Context: an optimization exercise on an open-source flow, tuned for small area, a short achievable clock period and few clock cycles. The choices shown serve that exercise and are no tape-out recipe. RTL that was checked went through simulation tests only; none was proved equivalent to the original. The RTL of run 2 was laid out without a check of its function. No activity file was given, so power comes from the tool's default toggle rates.

## run.sh

```bash
#!/bin/bash
# synth_recipe.tcl (not shown) runs the flow's synth.tcl, then flattens the netlist and writes it again
# the make line also repeats each setting of config.mk as NAME=value (left out here)
make -C /OpenROAD-flow-scripts/flow DESIGN_CONFIG=/design/flow/config.mk WORK_HOME=/design/flow/orfs CLKGATE_MAP_FILE= SYNTH_SCRIPT=/design/flow/synth_recipe.tcl finish
```

## config.mk

```make
export PLATFORM = sky130hd
export DESIGN_NAME = sipfc_codec
export DESIGN_NICKNAME = sipfc_codec
export VERILOG_FILES = /design/flow/design.v
export SDC_FILE = /design/flow/constraint.sdc
export NUM_CORES = 4
export LEC_CHECK = 0
export CAP_MARGIN = 20
export CORE_MARGIN = 2
export CORE_UTILIZATION = 40
export SLEW_MARGIN = 20
```

## constraint.sdc

```tcl
create_clock -name core_clock -period 10.0 [get_ports {clk}]
set_input_delay 2.0000 -clock core_clock [delete_from_list [all_inputs] [get_ports {clk}]]
set_output_delay 2.0000 -clock core_clock [all_outputs]
set_load 0.01 [all_outputs]
```

## design.v

```verilog
module sipfc_codec (
    input  wire        clk,
    input  wire        rst,
    input  wire        req_valid,
    output wire        req_ready,
    input  wire [11:0] req_word,
    output reg         rsp_valid,
    input  wire        rsp_ready,
    output wire [2:0]  rsp_status,
    output reg  [15:0] rsp_data,
    output reg         rsp_empty,
    output reg         rsp_last,
    output reg         fault
);
    localparam [15:0] SEED  = 16'h147A;
    localparam [7:0]  START = 8'hFE;
    localparam [7:0]  ENDB  = 8'h0D;
    localparam [7:0]  ESC   = 8'hF0;
    localparam [2:0] S0 = 3'd0, S1 = 3'd1, S2 = 3'd2, S3 = 3'd3, S4 = 3'd4, S5 = 3'd5;
    localparam [3:0] OP_CK_INIT   = 4'h0,
                     OP_CK_ADD    = 4'h1,
                     OP_CK_READ   = 4'h2,
                     OP_ENC_ADD   = 4'h3,
                     OP_ENC_FRAME = 4'h4,
                     OP_DEC_ADD   = 4'h5,
                     OP_DEC_FRAME = 4'h6,
                     OP_DEC_RESET = 4'h7;
    function [15:0] ckstep(input [15:0] v, input [7:0] b);
        reg [15:0] r;
        begin
            r = {v[14:0], v[15]} ^ 16'hFFFF;
            ckstep = r + {8'h00, r[15:8]} + {8'h00, b};
        end
    endfunction
    reg [15:0] ck;
    reg [15:0] enc_ck;
    reg [7:0]  enc_buf [0:61];    
    reg [6:0]  enc_n;             
    reg [6:0]  enc_len;           
    reg [2:0]  dec_state;
    reg [7:0]  dec_buf [0:63];
    reg [6:0]  dec_len;
    reg        rdy_q;
    reg        i_v;
    reg [11:0] i_w;
    reg        h0_v, h1_v;
    reg [11:0] h0_w, h1_w;
    assign req_ready = rdy_q;
    wire [11:0] head_w = h0_v ? h0_w : i_w;
    wire        head_v = h0_v | i_v;
    reg        rsp_st;
    assign rsp_status = {2'b00, rsp_st};
    reg        s_v, s_st, s_empty, s_last;
    reg [15:0] s_data;
    reg        room_q;        
    reg        enc_str;       
    reg        dec_str;       
    reg [1:0]  eph;           
    reg [6:0]  idx;           
    reg        esc;           
    localparam [1:0] E_START = 2'd0, E_START2 = 2'd1, E_BODY = 2'd2, E_END = 2'd3;
    wire go = room_q & ~fault;
    wire [7:0] ck_hi = enc_ck[15:8];
    wire [7:0] ck_lo = enc_ck[7:0];
    wire [7:0] enc_rd = enc_buf[idx[5:0]];
    wire [7:0] vb     = (idx < enc_n) ? enc_rd : ((idx == enc_n) ? ck_hi : ck_lo);
    wire       body   = (eph == E_BODY) || (eph == E_START && enc_n == 0);
    wire       body_end = (idx == enc_n + 7'd2);
    reg  [7:0] enc_beat;
    reg        enc_last;
    always @(*) begin
        enc_last = 1'b0;
        if (body) begin
            if (esc)            enc_beat = ESC;
            else if (!body_end) enc_beat = vb;
            else                enc_beat = START;
        end else if (eph == E_END) begin
            enc_beat = ENDB;
            enc_last = 1'b1;
        end else begin
            enc_beat = START;
        end
    end
    wire [7:0] dec_rd  = dec_buf[idx[5:0]];
    wire       dec_lst = (idx == dec_len - 7'd1);
    wire [3:0] op   = head_w[11:8];
    wire [7:0] data = head_w[7:0];
    wire       data_zero = (data == 8'h00);
    wire       d_fe = (data == START);
    reg legal;
    always @(*) begin
        case (op)
            OP_CK_ADD, OP_ENC_ADD, OP_DEC_ADD:                 legal = 1'b1;
            OP_CK_INIT, OP_CK_READ, OP_ENC_FRAME,
            OP_DEC_FRAME, OP_DEC_RESET:                        legal = data_zero;
            default:                                           legal = 1'b0;
        endcase
    end
    wire streaming = enc_str | dec_str;
    wire ex = go & head_v & ~streaming;      
    wire is_ck_init = legal && op == OP_CK_INIT;
    wire is_ck_add  = legal && op == OP_CK_ADD;
    wire is_ck_read = legal && op == OP_CK_READ;
    wire is_enc_add = legal && op == OP_ENC_ADD;
    wire is_enc_frm = legal && op == OP_ENC_FRAME;
    wire is_dec_add = legal && op == OP_DEC_ADD;
    wire is_dec_frm = legal && op == OP_DEC_FRAME;
    wire is_dec_rst = legal && op == OP_DEC_RESET;
    wire [6:0] enc_base    = (enc_len == 0) ? 7'd2 : enc_len;
    wire [7:0] enc_add_len = enc_base + (d_fe ? 7'd2 : 7'd1);
    wire       enc_add_ovf = enc_add_len > 8'd64;
    wire       hi_esc = (ck_hi == START);
    wire       lo_esc = (ck_lo == START);
    wire [7:0] frame_len = enc_len + 7'd4 + hi_esc + lo_esc;
    wire       enc_frm_ovf = frame_len > 8'd64;
    localparam [1:0] A_KEEP = 2'd0, A_APPEND = 2'd1, A_CLEAR = 2'd2;
    reg [2:0] dec_nxt;
    reg [1:0] dec_act;
    reg       dec_fe;
    reg       dec_done;
    always @(*) begin
        dec_nxt  = S0;
        dec_act  = (dec_state == S5) ? A_CLEAR : A_KEEP;
        dec_fe   = 1'b0;
        dec_done = 1'b0;
        case (dec_state)
            S1: dec_nxt = d_fe ? S2 : S0;
            S2: begin
                if (!d_fe) begin
                    dec_nxt = S3;
                    dec_act = A_APPEND;
                end else dec_nxt = S2;
            end
            S3: begin
                if (d_fe) dec_nxt = S4;
                else begin
                    dec_nxt = S3;
                    dec_act = A_APPEND;
                end
            end
            S4: begin
                if (d_fe) begin
                    dec_nxt = S2;
                    dec_act = A_CLEAR;
                end else if (data == ENDB) begin
                    dec_nxt  = S5;
                    dec_done = 1'b1;
                end else if (data == ESC) begin
                    dec_nxt  = S3;
                    dec_act  = A_APPEND;
                    dec_fe   = 1'b1;
                end else begin
                    dec_nxt = S0;
                    dec_act = A_CLEAR;
                end
            end
            default: dec_nxt = d_fe ? S1 : S0;    
        endcase
    end
    wire dec_add_ovf = (dec_act == A_APPEND) && dec_len[6];
    wire overflow = (is_enc_add && enc_add_ovf) ||
                    (is_enc_frm && enc_frm_ovf) ||
                    (is_dec_add && dec_add_ovf);
    reg        push;
    reg        b_st, b_empty, b_last;
    reg [15:0] b_data;
    always @(*) begin
        push    = 1'b0;
        b_st    = 1'b0;
        b_empty = 1'b1;
        b_last  = 1'b1;
        b_data  = {8'h00, dec_rd};
        if (go && enc_str) begin
            push    = 1'b1;
            b_empty = 1'b0;
            b_last  = enc_last;
            b_data  = {8'h00, enc_beat};
        end else if (go && dec_str) begin
            push    = 1'b1;
            b_empty = 1'b0;
            b_last  = dec_lst;
        end else if (ex && !overflow) begin
            push = 1'b1;
            b_st = ~legal;
            if (is_ck_read) begin
                b_empty = 1'b0;
                b_data  = ck;
            end
            if (is_dec_add) begin
                b_empty = 1'b0;
                b_data  = {15'd0, dec_done};
            end
            if (is_dec_frm && dec_len != 0) begin
                b_empty = 1'b0;
                b_last  = dec_lst;
            end
            if (is_enc_frm) begin
                b_empty = 1'b0;
                b_last  = 1'b0;
                b_data  = {8'h00, enc_beat};
            end
        end
    end
    wire enc_adv = go & (enc_str | (ex & is_enc_frm & ~enc_frm_ovf));
    wire dec_adv = go & (dec_str | (ex & is_dec_frm & dec_len != 0));
    wire pop    = rsp_valid & rsp_ready;
    wire r_free = ~rsp_valid | rsp_ready;
    wire        consume = ex;
    reg         nh0_v, nh1_v;
    reg  [11:0] nh0_w, nh1_w;
    always @(*) begin
        nh0_v = 1'b0; nh0_w = h0_w;
        nh1_v = 1'b0; nh1_w = h1_w;
        if (h0_v) begin
            if (consume) begin
                nh0_v = h1_v | i_v; nh0_w = h1_v ? h1_w : i_w;
                nh1_v = h1_v & i_v; nh1_w = i_w;
            end else begin
                nh0_v = 1'b1;       nh0_w = h0_w;
                nh1_v = h1_v | i_v; nh1_w = h1_v ? h1_w : i_w;
            end
        end else if (i_v && !consume) begin
            nh0_v = 1'b1; nh0_w = i_w;
        end
    end
    wire fault_n = fault | (ex & overflow);
    wire ni_v    = req_valid & rdy_q;
    always @(posedge clk) begin
        i_w <= req_word;
        h0_w <= nh0_w;
        h1_w <= nh1_w;
        if (rst) begin
            rdy_q <= 1'b1;
            i_v   <= 1'b0;
            h0_v  <= 1'b0;
            h1_v  <= 1'b0;
        end else begin
            i_v   <= ni_v;
            h0_v  <= nh0_v;
            h1_v  <= nh1_v;
            rdy_q <= ~fault_n & ((nh0_v & nh1_v) ? 1'b0 : !(nh0_v && ni_v));
        end
    end
    always @(posedge clk) begin
        if (rst) begin
            rsp_valid <= 1'b0;
            s_v       <= 1'b0;
            room_q    <= 1'b1;
        end else begin
            if (r_free) begin
                rsp_valid <= s_v | push;
                s_v       <= 1'b0;
                room_q    <= 1'b1;
            end else begin
                s_v       <= s_v | push;
                room_q    <= ~(s_v | push);
            end
        end
        if (r_free) begin
            if (s_v) begin
                rsp_st    <= s_st;
                rsp_data  <= s_data;
                rsp_empty <= s_empty;
                rsp_last  <= s_last;
            end else begin
                rsp_st    <= b_st;
                rsp_data  <= b_data;
                rsp_empty <= b_empty;
                rsp_last  <= b_last;
            end
        end
        if (!s_v) begin
            s_st    <= b_st;
            s_data  <= b_data;
            s_empty <= b_empty;
            s_last  <= b_last;
        end
    end
    always @(posedge clk) begin
        if (rst) begin
            enc_str <= 1'b0;
            dec_str <= 1'b0;
            eph     <= E_START;
            idx     <= 7'd0;
            esc     <= 1'b0;
        end else if (enc_adv) begin
            enc_str <= ~enc_last;
            if (body) begin
                if (esc) begin
                    esc <= 1'b0;
                end else if (!body_end) begin
                    esc <= (vb == START);
                    idx <= idx + 7'd1;
                end else begin
                    eph <= E_END;
                end
                if (eph == E_START) eph <= E_BODY;
            end else if (eph == E_END) begin
                eph <= E_START;
                idx <= 7'd0;
            end else begin
                eph <= eph + 2'd1;
            end
        end else if (dec_adv) begin
            dec_str <= ~dec_lst;
            idx     <= dec_lst ? 7'd0 : idx + 7'd1;
        end
    end
    integer k;
    always @(posedge clk) begin
        if (rst) begin
            ck        <= SEED;
            enc_ck    <= SEED;
            enc_n     <= 7'd0;
            enc_len   <= 7'd0;
            dec_state <= S0;
            dec_len   <= 7'd0;
            fault     <= 1'b0;
        end else begin
            fault <= fault_n;
            if (enc_adv && eph == E_END) begin
                enc_n   <= 7'd0;
                enc_len <= 7'd0;
                enc_ck  <= SEED;
            end
            if (ex && !overflow) begin
                if (is_ck_init) ck <= SEED;
                if (is_ck_add)  ck <= ckstep(ck, data);
                if (is_enc_add) begin
                    enc_ck  <= ckstep(enc_ck, data);
                    enc_n   <= enc_n + 7'd1;
                    enc_len <= enc_add_len[6:0];
                end
                if (is_dec_add) begin
                    dec_state <= dec_nxt;
                    if (dec_act == A_APPEND) dec_len <= dec_len + 7'd1;
                    if (dec_act == A_CLEAR)  dec_len <= 7'd0;
                end
                if (is_dec_rst) begin
                    dec_state <= S0;
                    dec_len   <= 7'd0;
                end
            end
        end
    end
    always @(posedge clk) begin
        for (k = 0; k < 62; k = k + 1)
            if (ex && is_enc_add && !enc_add_ovf && enc_n[5:0] == k)
                enc_buf[k] <= data;
        for (k = 0; k < 64; k = k + 1)
            if (ex && is_dec_add && dec_act == A_APPEND && !dec_len[6] && dec_len[5:0] == k)
                dec_buf[k] <= dec_fe ? START : data;
    end
endmodule
```

==> run notes, run 1 <==
* Status: no timing/DRC/antenna violations
* Placed Instances at 4774
* Final critical-path share of the clock period at 55.7%
* Most frequent cells in the layout: edfxtp_1 (1051), a22oi_1 (365), nor2_1 (267)
* Synth async-reset ratio at 0%
* Die Wd at 346 um
* Max-cap violations at 0
* Drt first-iter violations at 5681
* Worst clock skew at 0.0464 ns
* Area after DPL at 49500 um2
* R2r setup slk at 4.43 ns
* Post-route cell area at 53500 um2
* Area of the core at 116000 um2
* Hold WS at 0.457 ns
* GR Util met1 at 41.6%
* Most common cell after layout, fill and taps aside: edfxtp_1
* CP endpoint: enc_buf[47][4]
* Gate Count Post-Synth at 3234
* # IOs at 40
* M3 GR Usage at 9.57%
* Layout area overhead at 14.5%
* Clock sinks at 1158
* Die Area at 120000 um2
* Residual DRC count at 0
* FF-to-FF Start: h0_v
* Root Driver: clkbuf_16
* Mean Syn Cell Area at 14.5 um2
* Register bit total from synthesis at 1158
* DR vias/cell at 6.60
* Unrepaired setup endpoints after global routing: no
* Peak VDD IR at 0.147 mV
* Total grt overflow at 0
* Setup repair bufs after CTS at 0
* Filler instances at 10119
* Vias at 32962
* Max clock buf depth at 3
* Post-route minimum period at 5.57 ns
* Crit path DAT at 5.94 ns
* EDFF count, synth at 1051
* Register area at 33700 um2
* Area of the multi-input gates at 12100 um2
* Post-synth top flop: edfxtp_1
* WP depth at 13
* CTS resizes at 0
* Antenna violations before repair at 8
* Hold Crit Class: register to register
* GR Layer Usage met2 at 45.2%
* CTS H-Tree Depth at 3
* Nets at 3447
* Post-route ant nets at 0
* Largest net degree at the start of global routing at 65
* Slew margin rel. at 19.3%
* Worst-path clk slew at 0.07 ns
* Chip Height at 346 um
* End of the worst register-to-register path: enc_buf[47][4]
* Routed WL per cell at 38.5 um
* FF-to-FF path depth at 13
* Slowest cell on crit path: nor2_1
* DP Wirelength at 130 mm
* Post-synth cell types at 94
* Worst path max stage delay at 0.89 ns
* Crit end category: register
* Mapped Area at 46700 um2
* Class of the most critical setup path: register to register
* CTS tree: yes
* IO Port Bufs at 37
* Hold Buf Count CTS at 0
* DRT Wirelength at 192 mm
* CP Launch Type: register
* Leakage at 17.5 nW
* YS warnings at 3
* Total GRT Usage at 31.4%
* PwrDens at 188 nW/um2
* Initial Util at 40.3%
* Crit-path cells: nand2_1, o22a_1, a211oi_4, inv_1, fa_1, nor2b_1, a22oi_1, nor4_1, o22ai_1, nor3_2, buf_4, nand3_2, nor2_1
* Buffers and inverters on the worst path at 2
* DRT Pass-1 Iters at 6
* GRT Max-Usage Layer: met2
* Number of global-route vias before repair at 30324
* Final RePlAce weighted congestion at 1.11
* Final cell count without fillers at 4991
* Least-Margin Pin Slew at 1.21 ns
* Worst-path fanout max at 25
* Clock latency on the worst-skew pair at 0.77 ns
* Rows at 125
* Share of cells above drive strength 1 at 12.8%
* Count of final setup violators at 0
* Critical Path RT at 10.37 ns
* Pins Over Slew Limit at 0
* Setup_tns at 0 ns
* F_max at 180 MHz
* Final hold viol count at 0
* CP startpoint: h0_v
* Worst path top cell family by delay: simple AND/OR/NAND/NOR gates
* Core Util, Final at 46.1%
* Cts bufs inserted at 117
* Register area share after synthesis at 72.1%
* First-pass GRT wire length at 259 mm
through the flow:
step                      total power, mW  setup slack [ns]
after floorplan                      5.50              4.97
after global placement               5.59              4.78
after detailed placement             5.59              4.73
after CTS                            10.1              4.70
after global routing                 10.3              4.16
final                                10.1              4.43
area by class of cell:
cell class,instances,area share [%]
inverter,83,0.587
antenna,5,0.0234
clock buffer,134,5.63
sequential,1158,63.0
clock inverter,78,1.71
multi-input combinational,1818,22.6
tap,1524,3.56
timing repair buffer,191,2.84
flip-flops by register name, indices dropped and copies added, names as in the netlist, 16 cells and up:
register / flops
ck: 16
rsp_data: 16
enc_buf: 496
enc_ck: 16
dec_buf: 512
s_data: 16
worst min path at each step:
| stage | start | endpoint | slack (ns) | cells past startpoint |
|---|---|---|---|---|
| floorplan | s_data[2] | s_data[2] | 0.42 | 2 |
| global placement | s_data[2] | s_data[2] | 0.44 | 2 |
| detailed placement | s_data[3] | s_data[3] | 0.44 | 2 |
| CTS | s_data[3] | s_data[3] | 0.46 | 2 |
| global route | s_data[2] | s_data[2] | 0.48 | 2 |
| finish | s_data[2] | s_data[2] | 0.46 | 2 |
routing by layer:
metal	vias to the layer above	routed length [um]
li1	13045	-
met1	16567	70800
met2	2713	80600
met3	627	25800
met4	10	14900
met5	-	60
report_power, final:
part           internal (mW)  total (mW)  switching, mW
Clock                   2.60        4.57           1.97
Sequential              5.28        5.29        0.00758
Combinational         0.0526       0.205          0.153
worst min-delay path, cell delays in order, from the launching register on:
cell and delay (ns):
dfxtp_1 0.31, nand2_1 0.05, nand3_1 0.07
synthesized netlist by cell type (all sizes together) (8+ instances only):
| master | instances | area (um2) |
|---|---|---|
| a2111oi | 19 | 204 |
| a211oi | 14 | 123 |
| a21o | 14 | 105 |
| a21oi | 68 | 340 |
| a221oi | 35 | 307 |
| a22o | 42 | 368 |
| a22oi | 365 | 2740 |
| a31oi | 12 | 75.1 |
| a32oi | 11 | 96.3 |
| and2 | 8 | 50.1 |
| and3 | 47 | 304 |
| and3b | 8 | 70.1 |
| and4 | 9 | 78.8 |
| buf | 47 | 275 |
| clkbuf | 129 | 487 |
| dfxtp | 107 | 2140 |
| edfxtp | 1051 | 31600 |
| fa | 20 | 400 |
| ha | 42 | 526 |
| inv | 82 | 308 |
| mux2 | 36 | 405 |
| mux2i | 18 | 180 |
| nand2 | 188 | 706 |
| nand2b | 22 | 138 |
| nand3 | 100 | 500 |
| nand3b | 17 | 128 |
| nand4 | 76 | 475 |
| nor2 | 293 | 1100 |
| nor2b | 17 | 106 |
| nor3 | 47 | 240 |
| nor3b | 8 | 60.1 |
| nor4 | 25 | 178 |
| o211ai | 11 | 82.6 |
| o21ai | 57 | 293 |
| o22ai | 18 | 113 |
| o31ai | 9 | 67.6 |
| or4 | 14 | 105 |
| xnor2 | 40 | 350 |
| xor2 | 9 | 78.8 |
kinds of logic (layout without fill, tap and decap cells):
family	after synthesis	after routing	synth area share (%)
other	1	7	0.00802
adders and majority gates	62	62	1.98
xor gates and xnor gates	49	49	0.918
AOI/OAI and AO/OA	743	743	11.9
DFF	1158	1158	72.1
buffers and inverters	259	486	2.30
and+or+nand+nor	908	908	9.59
muxes	54	54	1.25
Testbench counts, summed over its fixed seeds: cycles 41,225.
==> run 2: changes to the inputs <==
--- a/design.v
+++ b/design.v
@@ -42,16 +42,11 @@
     reg [6:0]  dec_len;
     reg        rdy_q;
-    reg        i_v;
-    reg [11:0] i_w;
-    reg        h0_v, h1_v;
-    reg [11:0] h0_w, h1_w;
+    reg        a_v, b_v;      
+    reg [11:0] a_w, b_w;
     assign req_ready = rdy_q;
-    wire [11:0] head_w = h0_v ? h0_w : i_w;
-    wire        head_v = h0_v | i_v;
+    wire [11:0] head_w = a_w;
+    wire        head_v = a_v;
     reg        rsp_st;
     assign rsp_status = {2'b00, rsp_st};
-    reg        s_v, s_st, s_empty, s_last;
-    reg [15:0] s_data;
-    reg        room_q;        
     reg        enc_str;       
     reg        dec_str;       
@@ -60,5 +55,5 @@
     reg        esc;           
     localparam [1:0] E_START = 2'd0, E_START2 = 2'd1, E_BODY = 2'd2, E_END = 2'd3;
-    wire go = room_q & ~fault;
+    wire go = ~rsp_valid | rsp_ready;
     wire [7:0] ck_hi = enc_ck[15:8];
     wire [7:0] ck_lo = enc_ck[7:0];
@@ -98,5 +93,5 @@
     end
     wire streaming = enc_str | dec_str;
-    wire ex = go & head_v & ~streaming;      
+    wire ex = go & head_v & ~streaming & ~fault;      
     wire is_ck_init = legal && op == OP_CK_INIT;
     wire is_ck_add  = legal && op == OP_CK_ADD;
@@ -204,75 +199,31 @@
     wire enc_adv = go & (enc_str | (ex & is_enc_frm & ~enc_frm_ovf));
     wire dec_adv = go & (dec_str | (ex & is_dec_frm & dec_len != 0));
-    wire pop    = rsp_valid & rsp_ready;
-    wire r_free = ~rsp_valid | rsp_ready;
-    wire        consume = ex;
-    reg         nh0_v, nh1_v;
-    reg  [11:0] nh0_w, nh1_w;
-    always @(*) begin
-        nh0_v = 1'b0; nh0_w = h0_w;
-        nh1_v = 1'b0; nh1_w = h1_w;
-        if (h0_v) begin
-            if (consume) begin
-                nh0_v = h1_v | i_v; nh0_w = h1_v ? h1_w : i_w;
-                nh1_v = h1_v & i_v; nh1_w = i_w;
-            end else begin
-                nh0_v = 1'b1;       nh0_w = h0_w;
-                nh1_v = h1_v | i_v; nh1_w = h1_v ? h1_w : i_w;
-            end
-        end else if (i_v && !consume) begin
-            nh0_v = 1'b1; nh0_w = i_w;
-        end
-    end
     wire fault_n = fault | (ex & overflow);
     wire ni_v    = req_valid & rdy_q;
+    wire na_v = ex ? (b_v | ni_v) : (a_v | ni_v);
+    wire nb_v = ex ? (b_v & ni_v) : (b_v | (a_v & ni_v));
     always @(posedge clk) begin
-        i_w <= req_word;
-        h0_w <= nh0_w;
-        h1_w <= nh1_w;
+        if (ex ? !b_v : !a_v) a_w <= req_word;
+        else if (ex)          a_w <= b_w;
+        if (!b_v) b_w <= req_word;
+        else if (ex) b_w <= req_word;
         if (rst) begin
             rdy_q <= 1'b1;
-            i_v   <= 1'b0;
-            h0_v  <= 1'b0;
-            h1_v  <= 1'b0;
+            a_v   <= 1'b0;
+            b_v   <= 1'b0;
         end else begin
-            i_v   <= ni_v;
-            h0_v  <= nh0_v;
-            h1_v  <= nh1_v;
-            rdy_q <= ~fault_n & ((nh0_v & nh1_v) ? 1'b0 : !(nh0_v && ni_v));
+            a_v   <= na_v;
+            b_v   <= nb_v;
+            rdy_q <= ~fault_n & ~nb_v;
         end
     end
     always @(posedge clk) begin
-        if (rst) begin
-            rsp_valid <= 1'b0;
-            s_v       <= 1'b0;
-            room_q    <= 1'b1;
-        end else begin
-            if (r_free) begin
-                rsp_valid <= s_v | push;
-                s_v       <= 1'b0;
-                room_q    <= 1'b1;
-            end else begin
-                s_v       <= s_v | push;
-                room_q    <= ~(s_v | push);
-            end
-        end
-        if (r_free) begin
-            if (s_v) begin
-                rsp_st    <= s_st;
-                rsp_data  <= s_data;
-                rsp_empty <= s_empty;
-                rsp_last  <= s_last;
-            end else begin
-                rsp_st    <= b_st;
-                rsp_data  <= b_data;
-                rsp_empty <= b_empty;
-                rsp_last  <= b_last;
-            end
-        end
-        if (!s_v) begin
-            s_st    <= b_st;
-            s_data  <= b_data;
-            s_empty <= b_empty;
-            s_last  <= b_last;
+        if (rst) rsp_valid <= 1'b0;
+        else if (go) rsp_valid <= push;
+        if (go) begin
+            rsp_st    <= b_st;
+            rsp_data  <= b_data;
+            rsp_empty <= b_empty;
+            rsp_last  <= b_last;
         end
     end
==> run 2 against run 1 <==
Still clean on timing, DRC and antenna. Combinational power increased by 140%. Setup slack got worse by 0.30 ns. Clock power fell by 9.6%. Power fell by 1.5%. Sequential power about the same. Flip-flop and latch count fell by 34. Critical path depth is 1 higher. First-iteration DRC count rose by 11%. Critical path type unchanged. Critical endpoint is now ck[10].
==> run notes, run 2 <==
* Synth top cells by count: edfxtp_1 (1051), a22oi_1 (339), nor2_1 (276)
* Combinational power share at 4.9% (+2.9 points)
* Worst-path clk slew at 0.06 ns (about the same)
* Class of the most critical setup path: register to register
* Post-Synth XOR/XNOR Area at 1.04% (+0.12 points)
* Clock latency on the worst-skew pair at 0.71 ns (-0.06 ns)
* Clock sinks at 1124 (-2.9%)
* Setup repair bufs after CTS at 0 (unchanged)
* Hold WS at 0.462 ns (+0.00526 ns)
* Crit end category: register
* Worst-path fanout max at 131 (+420%)
* Main combinational cell family by area after synthesis: compound AO/OA/AOI/OAI gates
* DR vias/cell at 6.70 (+1.4%)
* Setup_tns at 0 ns (unchanged)
* Slew margin rel. at 7.87% (-11 points)
* Max-cap violations at 0 (unchanged)
* R2r setup slk at 4.13 ns (-0.30 ns)
* Most common cell after layout, fill and taps aside: edfxtp_1
* Most frequent cells in the layout: edfxtp_1 (1051), a22oi_1 (339), nor2_1 (262)
* Number of global-route vias before repair at 30055 (-0.89%)
* Area after DPL at 48100 um2 (-3.0%)
* Initial Util at 40.4% (+0.16 points)
* Chip Height at 342 um (-1.2%)
* F_max at 170 MHz (-5.1%)
* Post-synth top area share at 69.2% (+1.7 points)
* Hold Crit Class: register to register
* Routed WL per cell at 40.2 um (+4.5%)
* First-pass GRT wire length at 261 mm (+1.1%)
* Status: no timing/DRC/antenna violations
* Worst clock skew at 0.0350 ns (-0.0114 ns)
* Post-route ant nets at 0 (unchanged)
* DRT Wirelength at 195 mm (+1.3%)
* Hold depth at 2 (unchanged)
* Flip-flop count of the largest register after layout at 512 (unchanged)
* Final critical-path share of the clock period at 58.7% (+3.0 points)
* Gate Count Post-Synth at 3145 (-2.8%)
* Pint at 7.65 mW (-3.6%)
* Area of the core at 113000 um2 (-2.8%)
* Synth async-reset ratio at 0% (unchanged)
* YS warnings at 3 (unchanged)
* Post-synth cell types at 91 (-3.2%)
* Final RePlAce weighted congestion at 1.08 (-2.6%)
* HP Start: ck[15]
* CTS tree: yes
* Total grt overflow at 0 (unchanged)
* Critical Path RT at 10.57 ns (+0.20 ns)
* Pins Over Slew Limit at 0 (unchanged)
* Core Util, Final at 45.8% (-0.34 points)
* Clock network fraction of total power at 41.6% (-3.8 points)
* Total GRT Usage at 32.9% (+1.5 points)
* CTS resizes at 0 (unchanged)
* CP Launch Type: register
* Mean Syn Cell Area at 14.5 um2 (+0.37%)
* Total Power at 9.92 mW (-1.5%)
* Post-Synth Simple-Gate Area at 10.3% (+0.70 points)
* Leakage at 16.7 nW (-4.2%)
* Cts bufs inserted at 110 (-6.0%)
* Register area share after synthesis at 72.4% (+0.28 points)
* Hold Path Sink: ck[15]
* Drt first-iter violations at 6302 (+11%)
* IO Port Bufs at 37 (unchanged)
* FF-to-FF Start: a_w[6]
* Post-synthesis compound-gate area fraction at 11.2% (-0.68 points)
* Sequential Power Share at 53.4% (+0.9 points)
* Layout area overhead at 13.1%
* Largest net degree at the start of global routing at 132 (+100%)
* Filler instances at 9833 (-2.8%)
* PwrDens at 192 nW/um2 (+2.1%)
* Register bit total from synthesis at 1124 (-2.9%)
* Adder-cell area share of the yosys netlist at 2.03% (+0.049 points)
* # IOs at 40 (unchanged)
* Mux contribution to synthesized area at 0.746% (-0.51 points)
* Antenna violations before repair at 15 (+7)
* Mapped Area at 45600 um2 (-2.4%)
* Residual DRC count at 0 (unchanged)
* Root Driver: clkbuf_16
* Share of cells above drive strength 1 at 10.1% (-2.7 points)
* Dominant cell type by area after synthesis: edfxtp_1
* Count of final setup violators at 0 (unchanged)
* CTS H-Tree Depth at 3 (unchanged)
* Hold Buf Count CTS at 0 (unchanged)
* Peak VDD IR at 0.152 mV (+3.2%)
* FF-to-FF path depth at 14 (+1)
* Psw at 2.27 mW (+6.6%)
* End of the worst register-to-register path: ck[10]
* Vias at 32379 (-1.8%)
* Max clock buf depth at 3 (unchanged)
* Rows at 123 (-1.6%)
* DP Wirelength at 133 mm (+2.2%)
* Post-synth top flop: edfxtp_1
* Cell with the most instances after synthesis: edfxtp_1
* Switching part of the total at 22.9% (+1.7 points)
* Most flop-heavy register: dec_buf
* Die Area at 117000 um2 (-2.4%)
* Unrepaired setup endpoints after global routing: no
* Nets at 3313 (-3.9%)
* Die Wd at 342 um (-1.2%)
* Post-route cell area at 51600 um2 (-3.5%)
* Area contributors post-synth: edfxtp_1 (69%), a22oi_1 (5.6%), dfxtp_1 (3.2%), nor2_1 (2.3%), nand2_1 (1.3%)
* DRT Pass-1 Iters at 8 (+2)
* Final hold viol count at 0 (unchanged)
* Least-Margin Pin Slew at 1.38 ns (+0.172 ns)
* Largest registers: dec_buf (512), enc_buf (496)
* Post-route minimum period at 5.87 ns (+0.300 ns)
* EDFF count, synth at 1051 (unchanged)
* Crit path DAT at 6.44 ns (+0.50 ns)
run 2: worst max-delay path by stage:
stage               depth (start not counted)  slack (ns)             end  startpoint
floorplan                                  12        4.88   enc_buf[1][0]      a_w[5]
global placement                            7        4.38  dec_buf[32][3]   rsp_ready
detailed placement                         14        4.27          ck[10]      a_w[4]
CTS                                        14        4.26          ck[10]      a_w[4]
global route                               14        3.59          ck[10]      a_w[4]
finish                                     14        4.13          ck[10]      a_w[6]
run 2: layout make-up:
| class | instances | area, um2 | share of cell area, % |
|---|---|---|---|
| clock inverters | 65 | 601 | 1.16 |
| inverters | 77 | 289 | 0.560 |
| clock buffers | 140 | 2930 | 5.67 |
| diodes | 8 | 20.0 | 0.0388 |
| well taps | 1500 | 1880 | 3.64 |
| flip-flops and latches | 1124 | 33000 | 64.0 |
| repair buffers | 153 | 1270 | 2.46 |
| multi-input cells | 1769 | 11600 | 22.5 |
run 2: power groups by stage:
| stage | Clock [mW] | Combinational (mW) | Sequential [mW] |
|---|---|---|---|
| floorplan | 0 | 0.200 | 5.44 |
| global placement | 0 | 0.479 | 5.40 |
| detailed placement | 0 | 0.480 | 5.40 |
| CTS | 4.13 | 0.479 | 5.30 |
| global route | 4.31 | 0.511 | 5.30 |
| finish | 4.13 | 0.489 | 5.30 |
run 2: per-stage QoR:
| stage | setup slack, ns | instances |
|---|---|---|
| detailed placement | 4.27 | 4622 |
| finish | 4.13 | 4836 |
| global placement | 4.38 | 4622 |
| global route | 3.59 | 4828 |
| CTS | 4.26 | 4827 |
| floorplan | 4.88 | 3146 |
run 2: cell families after synthesis:
family | after synthesis
and+or+nand+nor | 925
xor gates and xnor gates | 54
adders and majority gates | 62
AOI/OAI and AO/OA | 694
other | 1
buffers and inverters | 253
muxes | 32
DFF | 1124
run 2: worst max-delay path, stage by stage, from the launching register on:
cell and delay [ns]:
edfxtp_1 0.38, buf_12 0.53, nand4_1 0.27, nor4_1 0.81
inv_1 0.26, fa_1 0.48, and2b_1 0.29, a22oi_1 0.09
o32ai_1 0.46, a21oi_1 0.16, or3b_1 0.60, nor2_2 0.68
nand2_1 0.23, o22ai_1 0.20, nand2_1 0.07
run 2: layer usage:
| metal | GRT usage [%] | wire, um |
|---|---|---|
| met1 | 43.0 | 69500 |
| met5 | 0 | 65 |
| met3 | 9.23 | 25900 |
| met2 | 46.9 | 81500 |
| met4 | 24.0 | 17600 |
==> run 3: changes to the inputs <==
--- a/design.v
+++ b/design.v
@@ -103,10 +103,11 @@
     wire is_dec_rst = legal && op == OP_DEC_RESET;
     wire [6:0] enc_base    = (enc_len == 0) ? 7'd2 : enc_len;
-    wire [7:0] enc_add_len = enc_base + (d_fe ? 7'd2 : 7'd1);
-    wire       enc_add_ovf = enc_add_len > 8'd64;
+    wire [6:0] enc_add_len = enc_base + (d_fe ? 7'd2 : 7'd1);
+    wire       enc_add_ovf = (enc_len == 7'd64) || (enc_len == 7'd63 && d_fe);
     wire       hi_esc = (ck_hi == START);
     wire       lo_esc = (ck_lo == START);
-    wire [7:0] frame_len = enc_len + 7'd4 + hi_esc + lo_esc;
-    wire       enc_frm_ovf = frame_len > 8'd64;
+    wire       enc_frm_ovf = (enc_len > 7'd60) ||
+                             (enc_len == 7'd60 && (hi_esc || lo_esc)) ||
+                             (enc_len == 7'd59 && hi_esc && lo_esc);
     localparam [1:0] A_KEEP = 2'd0, A_APPEND = 2'd1, A_CLEAR = 2'd2;
     reg [2:0] dec_nxt;
@@ -281,5 +282,5 @@
                     enc_ck  <= ckstep(enc_ck, data);
                     enc_n   <= enc_n + 7'd1;
-                    enc_len <= enc_add_len[6:0];
+                    enc_len <= enc_add_len;
                 end
                 if (is_dec_add) begin
@@ -295,10 +296,12 @@
         end
     end
+    wire enc_we = ex && is_enc_add;
+    wire dec_we = ex && is_dec_add && dec_act == A_APPEND;
     always @(posedge clk) begin
         for (k = 0; k < 62; k = k + 1)
-            if (ex && is_enc_add && !enc_add_ovf && enc_n[5:0] == k)
+            if (enc_we && enc_n[5:0] == k)
                 enc_buf[k] <= data;
         for (k = 0; k < 64; k = k + 1)
-            if (ex && is_dec_add && dec_act == A_APPEND && !dec_len[6] && dec_len[5:0] == k)
+            if (dec_we && dec_len[5:0] == k)
                 dec_buf[k] <= dec_fe ? START : data;
     end
==> run 3 against run 2 <==
Clock skew grew 0.0060 ns. Cell count is essentially flat. Maximum frequency grew 16%. Combinational power shrank 8.8%. Flip-flop and latch count is the same. Clock-buffer cell count shrank 2. Via count shrank 0.48%. Register-to-register slack gained 0.80 ns. Largest cell class unchanged.
==> run notes, run 3 <==
* Status: no timing/DRC/antenna violations
* Final critical-path share of the clock period at 50.7% (-8.0 points)
* Setup_tns at 0 ns (unchanged)
* Layout area overhead at 13.7%
* Buffers and inverters on the worst path at 1 (-1)
* Share of cells above drive strength 1 at 10.5% (+0.36 points)
* IO Port Bufs at 37 (unchanged)
* Max clock buf depth at 3 (unchanged)
* Die Area at 116000 um2 (-0.39%)
* Most flop-heavy register: dec_buf
* Synth async-reset ratio at 0% (unchanged)
* Chip Height at 341 um (-0.19%)
* Worst clock skew at 0.0410 ns (+0.00596 ns)
* Peak VDD IR at 0.148 mV (-2.8%)
* Final RePlAce weighted congestion at 1.06 (-1.4%)
* Drt first-iter violations at 6790 (+7.7%)
* Synth top cells by count: edfxtp_1 (1051), a22oi_1 (401), nor2_1 (313)
* Least-Margin Pin Slew at 1.31 ns (-0.0699 ns)
* Most frequent cells in the layout: edfxtp_1 (1051), a22oi_1 (401), nor2_1 (294)
* DRT Wirelength at 193 mm (-0.96%)
* YS warnings at 3 (unchanged)
* R2r setup slk at 4.93 ns (+0.80 ns)
* Pins Over Slew Limit at 0 (unchanged)
* Cell mode on critical path: or4_1
* Residual DRC count at 0 (unchanged)
* Post-route cell area at 51700 um2 (+0.12%)
* Mean Syn Cell Area at 14.4 um2 (-0.71%)
* Crit path DAT at 5.56 ns (-0.88 ns)
* PwrDens at 196 nW/um2 (+1.9%)
* Worst-path fanout max at 43 (-67%)
* Worst-path clk slew at 0.06 ns (about the same)
* Post-synth top flop: edfxtp_1
* Mapped Area at 45400 um2 (-0.39%)
* Register bit total from synthesis at 1124 (unchanged)
* Area after DPL at 47900 um2 (-0.38%)
* Gate Count Post-Synth at 3155 (+0.32%)
* Slowest cell on crit path: a2111oi_0
* Slew margin rel. at 10.5% (+2.6 points)
* Post-synth top area share at 69.4% (+0.27 points)
* Unrepaired setup endpoints after global routing: no
* CTS tree: yes
* CTS resizes at 0 (unchanged)
* F_max at 197 MHz (+16%)
* Root Driver: clkbuf_16
* Final hold viol count at 0 (unchanged)
* DR vias/cell at 6.66 (-0.56%)
* Vias at 32225 (-0.48%)
* Initial Util at 40.3% (-0.10 points)
* Critical Path RT at 10.49 ns (-0.08 ns)
* Die Wd at 341 um (-0.19%)
* Total GRT Usage at 32.7% (-0.21 points)
* Flip-flop count of the largest register after layout at 512 (unchanged)
* CP Launch Type: register
* Cts bufs inserted at 113 (+2.7%)
* Routed WL per cell at 39.8 um (-1.0%)
* Max-cap violations at 0 (unchanged)
* Hold WS at 0.497 ns (+0.0343 ns)
* EDFF count, synth at 1051 (unchanged)
* Class of the most critical setup path: register to register
* Most common cell after layout, fill and taps aside: edfxtp_1
* Post-route minimum period at 5.07 ns (-0.802 ns)
* Clock latency on the worst-skew pair at 0.75 ns (+0.04 ns)
* Nets at 3318 (+0.15%)
* Clock sinks at 1124 (unchanged)
* Crit end category: register
* Count of final setup violators at 0 (unchanged)
* # IOs at 40 (unchanged)
* CTS H-Tree Depth at 3 (unchanged)
* Hold Crit Class: register to register
* Largest net degree at the start of global routing at 132 (unchanged)
* Number of global-route vias before repair at 29608 (-1.5%)
* DP Wirelength at 132 mm (-1.3%)
* Worst path top cell family by delay: simple AND/OR/NAND/NOR gates
* First-pass GRT wire length at 258 mm (-1.3%)
* Crit-path cells: buf_4, nor3b_2, and3_1, a2111oi_0, nand3_1, or4_1, or4_1, o21ai_1, a21oi_1, a211o_1
* Hold Buf Count CTS at 0 (unchanged)
* Setup repair bufs after CTS at 0 (unchanged)
* Register area share after synthesis at 72.7% (+0.28 points)
* Rows at 123 (unchanged)
* Largest registers: dec_buf (512), enc_buf (496)
* Total grt overflow at 0 (unchanged)
* DRT Pass-1 Iters at 9 (+1)
* Worst path max stage delay at 0.81 ns (about the same)
* Leakage at 16.8 nW (+0.72%)
* Post-synth cell types at 81 (-11%)
* Area contributors post-synth: edfxtp_1 (69%), a22oi_1 (6.6%), dfxtp_1 (3.2%), nor2_1 (2.6%), nand2_1 (1.6%)
* Post-route ant nets at 0 (unchanged)
* Dominant cell type by area after synthesis: edfxtp_1
* Area of the core at 113000 um2 (-0.14%)
* Antenna violations before repair at 11 (-4)
* Cell with the most instances after synthesis: edfxtp_1
[run 3: cell count changes in the layout (fill, tap and decap cells not counted), moves of 15 or more]
cell      previous run  this run
nand3_1            105        81
a21oi_1             89        68
nor2_1             262       294
and2_1               7        22
and3_1              86        65
nand2_1            154       196
a221oi_1            32         9
a22oi_1            339       401
[run 3: per-layer routing]
metal	part of all wire, %	track usage (%)
met3	16	11.8
met2	42	46.7
met5	0.098	0.817
met1	36	44.2
met4	5.8	15.5
[run 3: report_power, final]
group | internal, mW | leakage (nW) | switching, mW
clock | 2.48 | 1.81 | 1.91
combinational | 0.0972 | 4.92 | 0.349
sequential | 5.26 | 10.1 | 0.0158
total | 7.84 | 16.8 | 2.28
[run 3: area by class of cell]
cell class / count / area [um2]
well taps: 1500 / 1880
fillers: 9877 / 61000
flip-flops and latches: 1124 / 33000
multi-input cells: 1787 / 11500
diodes: 3 / 7.51
repair buffers: 143 / 1210
clock inverters: 72 / 855
inverters: 73 / 274
clock buffers: 138 / 2930
[run 3: final timing paths]
check              start           to  cells past startpoint
hold / removal     rdy_q          a_v                      2
hold reg to reg    rdy_q          a_v                      2
setup reg to reg  idx[5]  rsp_data[5]                     10
setup / recovery  idx[5]  rsp_data[5]                     10
[run 3: stage by stage]
| step | std cells | worst slack [ns] | utilization, % | power (mW) |
|---|---|---|---|---|
| 2_1_floorplan | 3156 | 5.16 | - | 5.59 |
| 3_3_place_gp | 4626 | 3.98 | 42.5 | 5.81 |
| 3_5_place_dp | 4627 | 4.01 | 42.5 | 5.81 |
| 4_1_cts | 4837 | 4.77 | 45.9 | 10.1 |
| 5_1_grt | 4837 | 4.86 | 45.9 | 10.3 |
| 6_report | 4840 | 4.93 | 45.9 | 10.1 |
[run 3: logic make-up (layout without fill, tap and decap cells)]
logic type	Yosys count	count (layout)	share of synthesized area [%]
flops	1124	1124	72.7
buf+inv	245	426	2.24
mux	29	29	0.685
fa+ha+maj	60	60	1.97
compound gates	707	707	11.4
simple gates	947	947	10.2
xor+xnor	42	42	0.809
other cells	1	5	0.00825
[run 3: worst register-to-register path, stage by stage, from the launching register on]
cell	delay [ns]
dfxtp_2	0.78
buf_4	0.61
nor3b_2	0.35
and3_1	0.26
a2111oi_0	0.81
nand3_1	0.14
or4_1	0.61
or4_1	0.65
o21ai_1	0.28
a21oi_1	0.11
a211o_1	0.24
Testbench counts of run 3, summed over its fixed seeds: cycles 41,225.
==> run 4: changes to the inputs <==
==> flow/run.sh (new file) <==
#!/bin/bash
# Standard ORFS layout (the standard.sh, unchanged synthesis), asking the
# resizer's setup repair for more slack than the clock period needs. The clock
# period and the SDC are the standard flow's.
set -euo pipefail
bash standard.sh SETUP_SLACK_MARGIN=6.5 finish > standard_finish.log 2>&1
==> standard.sh (new file) <==
#!/bin/bash
# synth_recipe.tcl (not shown) runs the flow's synth.tcl, then flattens the netlist and writes it again
# the make line also repeats each setting of config.mk as NAME=value (left out here)
make -C /OpenROAD-flow-scripts/flow DESIGN_CONFIG=/design/flow/config.mk WORK_HOME=/design/flow/orfs CLKGATE_MAP_FILE= SYNTH_SCRIPT=/design/flow/synth_recipe.tcl "${@:-finish}"
removed: run.sh
==> run 4 against run 3 <==
Sequential power about the same. Sequential share of layout area down 5.9 points. Clock skew down 0.0058 ns. Synthesized cell count unchanged. Worst hold slack worse by 0.025 ns. Utilization up 4.7 points. Design area up 10%. Setup slack better by 1.4 ns. Non-clock buffer count up 209. Critical path depth up 6. Critical path type unchanged. Critical endpoint is now rsp_data[6]. Largest cell class unchanged. Highest routed layer unchanged.
==> run notes, run 4 <==
* Status: no timing/DRC/antenna violations
* Slowest cell on crit path: dfxtp_4
* Final critical-path share of the clock period at 37.0% (-14 points)
* First-pass GRT wire length at 268 mm (+4.0%)
* Crit-path cells: inv_4, ha_4, buf_12, nand3b_1, buf_6, buf_12, nor2_4, buf_12, buf_4, a22oi_1, nand4_1, nor3_1, nand4_1, a21oi_2, a2bb2oi_1, o22ai_1
* CTS tree: yes
* Total GRT Usage at 33.9% (+1.2 points)
* IO Port Bufs at 37 (unchanged)
* Unrepaired setup endpoints after global routing: yes
* Synth top cells by count: edfxtp_1 (1051), a22oi_1 (401), nor2_1 (313)
* Least-Margin Pin Slew at 1.13 ns (-0.177 ns)
* Class of the most critical setup path: register to register
* Mean Syn Cell Area at 14.4 um2 (unchanged)
* Residual DRC count at 0 (unchanged)
* DR vias/cell at 6.71 (+0.72%)
* Setup_tns at 0 ns (unchanged)
* Initial Util at 40.3% (unchanged)
* Worst-path clk slew at 0.06 ns (about the same)
* WP depth at 16 (+6)
* Most frequent cells in the layout: edfxtp_1 (1051), a22oi_1 (354), nand2_1 (192)
* Hold Crit Class: register to register
* Slew margin rel. at 24.5% (+14 points)
* Largest net degree at the start of global routing at 71 (-46%)
* Final cell count without fillers at 5048 (+4.3%)
* Hold Buf Count CTS at 0 (unchanged)
* Clock sinks at 1124 (unchanged)
* FF-to-FF path depth at 16 (+6)
* Most flop-heavy register: dec_buf
* Antenna violations before repair at 13 (+2)
* Post-synth top area share at 69.4% (unchanged)
* Number of global-route vias before repair at 30940 (+4.5%)
* Register area share after synthesis at 72.7% (unchanged)
* Chip Height at 341 um (unchanged)
* Filler instances at 9323 (-5.6%)
* Final RePlAce weighted congestion at 1.06 (about the same)
* F_max at 271 MHz (+37%)
* Worst-path fanout max at 6 (-86%)
* Post-synth cell types at 81 (unchanged)
* Pins Over Slew Limit at 0 (unchanged)
* Peak VDD IR at 0.151 mV (+2.0%)
* Critical Path RT at 10.43 ns (-0.06 ns)
* Worst clock skew at 0.0352 ns (-0.00578 ns)
* Gate Count Post-Synth at 3155 (unchanged)
* Worst path top cell family by delay: simple AND/OR/NAND/NOR gates
* Root Driver: clkbuf_16
* Leakage at 18.7 nW (+11%)
* # IOs at 40 (unchanged)
* Post-route ant nets at 0 (unchanged)
* Nets at 3530 (+6.4%)
* End of the worst register-to-register path: rsp_data[6]
* Area contributors post-synth: edfxtp_1 (69%), a22oi_1 (6.6%), dfxtp_1 (3.2%), nor2_1 (2.6%), nand2_1 (1.6%)
* Core Util, Final at 50.6% (+4.7 points)
* Crit end category: register
* Most common cell after layout, fill and taps aside: edfxtp_1
* Count of final setup violators at 0 (unchanged)
* Cell with the most instances after synthesis: edfxtp_1
* CP Launch Type: register
* Largest registers: dec_buf (512), enc_buf (496)
* Die Wd at 341 um (unchanged)
* CP endpoint: rsp_data[6]
* Synth async-reset ratio at 0% (unchanged)
* CTS H-Tree Depth at 3 (unchanged)
* Clock latency on the worst-skew pair at 0.74 ns (about the same)
* Area after DPL at 48900 um2 (+2.1%)
* R2r setup slk at 6.30 ns (+1.37 ns)
* Placed Instances at 4624 (-0.065%)
* Register area at 33000 um2 (about the same)
* Die Area at 116000 um2 (unchanged)
* Crit path DAT at 4.12 ns (-1.44 ns)
* Max-cap violations at 0 (unchanged)
* Dominant cell type by area after synthesis: edfxtp_1
* Cts bufs inserted at 112 (-0.88%)
* Layout area overhead at 25.3%
* Area of the multi-input gates at 13800 um2 (+20%)
* Max clock buf depth at 3 (unchanged)
* EDFF count, synth at 1051 (unchanged)
* Vias at 33851 (+5.0%)
* Worst path max stage delay at 0.39 ns (-0.42 ns)
* Rows at 123 (unchanged)
* Register bit total from synthesis at 1124 (unchanged)
* Cell mode on critical path: buf_12
* Drt first-iter violations at 6417 (-5.5%)
* Flip-flop count of the largest register after layout at 512 (unchanged)
* Post-route cell area at 57000 um2 (+10%)
* Mapped Area at 45400 um2 (unchanged)
* PwrDens at 181 nW/um2 (-7.5%)
* FF-to-FF Start: idx[1]
* Final hold viol count at 0 (unchanged)
* DRT Pass-1 Iters at 6 (-3)
* Routed WL per cell at 40.0 um (+0.38%)
* YS warnings at 3 (unchanged)
* Buffers and inverters on the worst path at 6 (+5)
* CP startpoint: idx[1]
* DP Wirelength at 129 mm (-1.5%)
* Area of the core at 113000 um2 (unchanged)
* DRT Wirelength at 202 mm (+4.7%)
* Post-synth top flop: edfxtp_1
* Post-route minimum period at 3.70 ns (-1.37 ns)
* Total grt overflow at 0 (unchanged)
* Share of cells above drive strength 1 at 24.5% (+14 points)
run 4: cell counts after synthesis:
Identical to the previous run, type by type.
run 4: layout make-up:
type	instances	share of cell area, %
sequential	1124	58.0
multi-input combinational	1791	24.2
timing repair buffer	352	7.20
clock buffer	129	5.11
tap	1500	3.29
clock inverter	75	1.72
inverter	73	0.501
antenna	4	0.0176
run 4: timing repair:
action,in CTS,in global routing
resized for setup,322,96
setup buffers,157,38
setup endpoints to repair,1224,136
cloned,16,4
pin swaps,89,49
run 4: routing by layer:
layer	routed length (um)	GRT usage (%)	vias to the layer above
met1	71600	44.8	16888
li1	-	-	13024
met3	33200	13.7	668
met5	120	0	-
met2	83500	48.0	3255
met4	13400	17.7	16
run 4: worst min path at each step:
stage                     endpoint  startpoint  cells after the start
after floorplan             ck[13]      ck[13]                      2
after global placement      ck[13]      ck[13]                      2
after detailed placement    ck[13]      ck[13]                      2
after CTS                   ck[13]      ck[13]                      2
after global routing        ck[13]      ck[13]                      2
final                       ck[13]      ck[13]                      2
run 4: worst min-delay path: cells and delay by family, from the launching register on:
kind,cells,cell delay (ns)
flops,1,0.32
simple gates,1,0.06
compound gates,1,0.05
run 4: logic make-up (layout without fill, tap and decap cells):
group	Yosys count	after routing	share of synthesized area (%)
and+or+nand+nor	947	950	10.2
DFF	1124	1124	72.7
other	1	6	0.00825
muxes	29	29	0.685
AOI/OAI and AO/OA	707	708	11.4
xor gates and xnor gates	42	42	0.809
buffers and inverters	245	629	2.24
adders and majority gates	60	60	1.97
run 4: report_power, final:
part / switching, mW / internal (mW)
combinational: 0.381 / 0.139
clock: 1.88 / 2.65
sequential: 0.0160 / 5.26
total: 2.27 / 8.04
run 4: per-stage QoR:
step | power [mW] | setup WS (ns) | hold WS, ns
global route | 10.5 | 6.35 | 0.500
detailed placement | 5.82 | 4.66 | 0.467
CTS | 10.3 | 6.30 | 0.474
finish | 10.3 | 6.30 | 0.472
floorplan | 5.61 | 6.05 | 0.440
global placement | 5.81 | 4.74 | 0.461

## separate check: timing with driven ports
No port has a modelled driver above. Below, the same layouts with a new extraction and two added sets of constraints.
Step 1 (the two cells are an assumption about what drives the block):
set clk [get_ports {clk}]
set_driving_cell -lib_cell sky130_fd_sc_hd__clkbuf_16 $clk
set_driving_cell -lib_cell sky130_fd_sc_hd__buf_2 [delete_from_list [all_inputs] $clk]
Step 2 moves the port delays by t, midway between the first and last clock arrival at a register: inputs arrive t later, outputs are due t later. That takes back most of the time a late clock gives input paths.
Three values: ideal, step 1, step 2; two values: the first two.
run	t, ns	setup WS [ns]	worst setup path after step 2	clock arrival spread, ns	slew at the worst register clock pin (ns)
run 1	0.823	4.429 / 4.429 / 4.429	register to register	0.046 / 0.047	0.07 / 0.07
run 2	0.774	4.129 / 4.129 / 4.129	register to register	0.047 / 0.047	0.07 / 0.07
run 3	0.807	4.931 / 4.931 / 4.207	input to register	0.045 / 0.045	0.07 / 0.07
run 4	0.789	6.303 / 6.303 / 5.780	input to register	0.038 / 0.038	0.07 / 0.07
After both steps setup and hold are still met in every run listed. The setup slack of run 3, which loses most, moves by 0.000 ns with the drivers and by -0.724 ns with both steps.
